What follows belongs to an exercise in optimizing a design on an open flow for small area and a short achievable clock period; a production flow would make more cautious choices.
Only simulation tests tie the RTL to the original design; equivalence was not proved.
Power and IR drop assume default switching activity.

== the baseline ==
## frame_rx
module frame_rx #(
    parameter MAX_FRAME_LEN = 256
) (
    input  wire        clk,
    input  wire        rst,
    input  wire        start,
    input  wire [1:0]  cfg_fmt,       
    input  wire        cfg_srv,       
    input  wire [15:0] cfg_tmo,       
    input  wire [15:0] cfg_fixlen,    
    input  wire        rx_valid,
    input  wire [7:0]  rx_data,
    output wire        rx_ready,
    input  wire        tick,
    input  wire        fault,
    output wire        awaiting_body,
    output wire        res_valid,
    output wire [3:0]  res_code,
    output wire [3:0]  res_cause,
    output wire [7:0]  res_rxst,
    output wire [15:0] rx_count,
    output wire [15:0] rx_lenfield,
    output wire [15:0] target,
    output wire [15:0] idle_count,
    output wire [15:0] field_rcv,
    output wire [15:0] field_calc,
    output wire [1:0]  dcode,
    output wire [7:0]  handler,
    output wire [7:0]  resp_op,
    output wire [7:0]  req_op,
    output wire        disp_ok,
    output wire [7:0]  disp_handler
);
export LEC_CHECK = 0
export CAP_MARGIN = 20
export CORE_MARGIN = 2
export CORE_UTILIZATION = 40
export CTS_BUF_LIST = sky130_fd_sc_hd__clkbuf_8
export SETUP_SLACK_MARGIN = 3.3
export SLEW_MARGIN = 20
create_clock -name core_clock -period 6.0 [get_ports {clk}]
standard.sh (not shown) runs the stock make flow with config.mk's settings and CLKGATE_MAP_FILE= SYNTH_SCRIPT=/design/flow/synth_recipe.tcl, a recipe that flattens the netlist after the stock synthesis.
==> flow/flow/run.sh <==
#!/bin/bash
# Standard layout, with the port buffers made of plain buf cells instead of
# the delay buffers buffer_ports picks by default. Every port still gets one.
set -euo pipefail
export BUFFER_PORTS_ARGS="-buffer_cell sky130_fd_sc_hd__buf_1"
bash standard.sh > flow_make.log 2>&1
The baseline | stages: all done | timing, DRC, antenna: all pass
--- input diff the baseline..the candidate ---
Settings: TNS_END_PERCENT now 2, previously not set; SETUP_SLACK_MARGIN now 3.45, was 3.3; CORE_UTILIZATION now 55, was 40.
### Flow results
The baseline finished end to end and its layout was clean on timing, DRC and antenna.
The candidate completed; timing, DRC and antenna clean
When the final numbers for the candidate and the baseline were put side by side, the chip height turned out to be greater in the baseline.
In the flow results for the candidate and the baseline, the share of the cycle needed by the critical path after routing is smaller on the candidate.
Compared the candidate vs the baseline, and area of the die is down in the candidate.
Relative to the baseline, the critical path depth of the candidate is higher by 2.
From the baseline to the candidate the numbers moved as follows: number of fillers in the final layout lower, leakage power total roughly the same, area of all placed cells without fillers lower.

Setup of lane 1:
frame_rx again, from the RTL that the note above started with.
Design frame_rx, start of the top module:
module frame_rx #(
    parameter MAX_FRAME_LEN = 256
) (
    input  wire        clk,
    input  wire        rst,
    input  wire        start,
    input  wire [1:0]  cfg_fmt,       
    input  wire        cfg_srv,       
    input  wire [15:0] cfg_tmo,       
    input  wire [15:0] cfg_fixlen,    
    input  wire        rx_valid,
    input  wire [7:0]  rx_data,
    output wire        rx_ready,
    input  wire        tick,
    input  wire        fault,
    output wire        awaiting_body,
    output wire        res_valid,
    output wire [3:0]  res_code,
    output wire [3:0]  res_cause,
    output wire [7:0]  res_rxst,
    output wire [15:0] rx_count,
    output wire [15:0] rx_lenfield,
    output wire [15:0] target,
    output wire [15:0] idle_count,
    output wire [15:0] field_rcv,
    output wire [15:0] field_calc,
    output wire [1:0]  dcode,
    output wire [7:0]  handler,
    output wire [7:0]  resp_op,
    output wire [7:0]  req_op,
    output wire        disp_ok,
    output wire [7:0]  disp_handler
);
    localparam CODE_OK        = 4'h0;
  ...
clock: 6.0 ns
lec_check: 0
cap_margin: 20
core_margin: 2
core_utilization: 40
cts_buf_list: sky130_fd_sc_hd__clkbuf_8
setup_slack_margin: 3.45
slew_margin: 20
tns_end_percent: 2
Scripts as last shown in full above: flow/flow/run.sh
In summary, lane 1 completed successfully, with a layout that passed the timing, design-rule and antenna checks.
The inputs of lane 2 differ from those of lane 1 as listed below.
- SETUP_SLACK_MARGIN now 3.8, was 3.45
--- outcome ---
Changes observed in lane 2 relative to lane 1: count of clock-buffer cells in the layout moved up; worst setup slack moved down; first-iteration DRC count moved down; synthesized-area fraction occupied by ao, oa, aoi and oai cells level; power density over the cells moved down. As of lane 2, power after layout had fallen slightly compared to lane 1. Lane 2 vs. lane 1: first-pass GRT wire length moved down, area growth from synthesis to layout moved up, cell area moved up.

## afterwards: timing with drivers on the ports
No port has a modelled driver above. Below, the same layouts with a new extraction and two added sets of constraints. Step 1 sets driving cells, clkbuf_16 on the clock port and buf_2 on the other inputs (assumed; they add their load-dependent delay and slew). Step 2 moves the port delays by t, midway between the first and last clock arrival at a register: inputs arrive t later, outputs are due t later. That takes back most of the time a late clock gives input paths. Three values: ideal ports, drivers, drivers and shift; two values: the first two.
run | t (ns) | setup WS [ns] | hold slack, ns | clock arrival spread, ns | worst register clock-pin slew, ns
the baseline | 0.499 | 3.262 / 3.264 / 2.765 | 0.500 / 0.500 / 0.500 | 0.018 / 0.019 | 0.10 / 0.10
the candidate | 0.505 | 3.273 / 3.272 / 2.767 | 0.462 / 0.462 / 0.462 | 0.019 / 0.018 | 0.10 / 0.10
lane 1 | 0.494 | 3.306 / 3.309 / 2.815 | 0.485 / 0.485 / 0.485 | 0.023 / 0.022 | 0.11 / 0.11
lane 2 | 0.494 | 3.249 / 3.272 / 2.778 | 0.480 / 0.480 / 0.480 | 0.027 / 0.026 | 0.11 / 0.11
After both steps every run listed still meets setup and hold. For the candidate, which loses most, drivers alone change the setup slack by -0.001 ns; drivers and shift together by -0.506 ns.
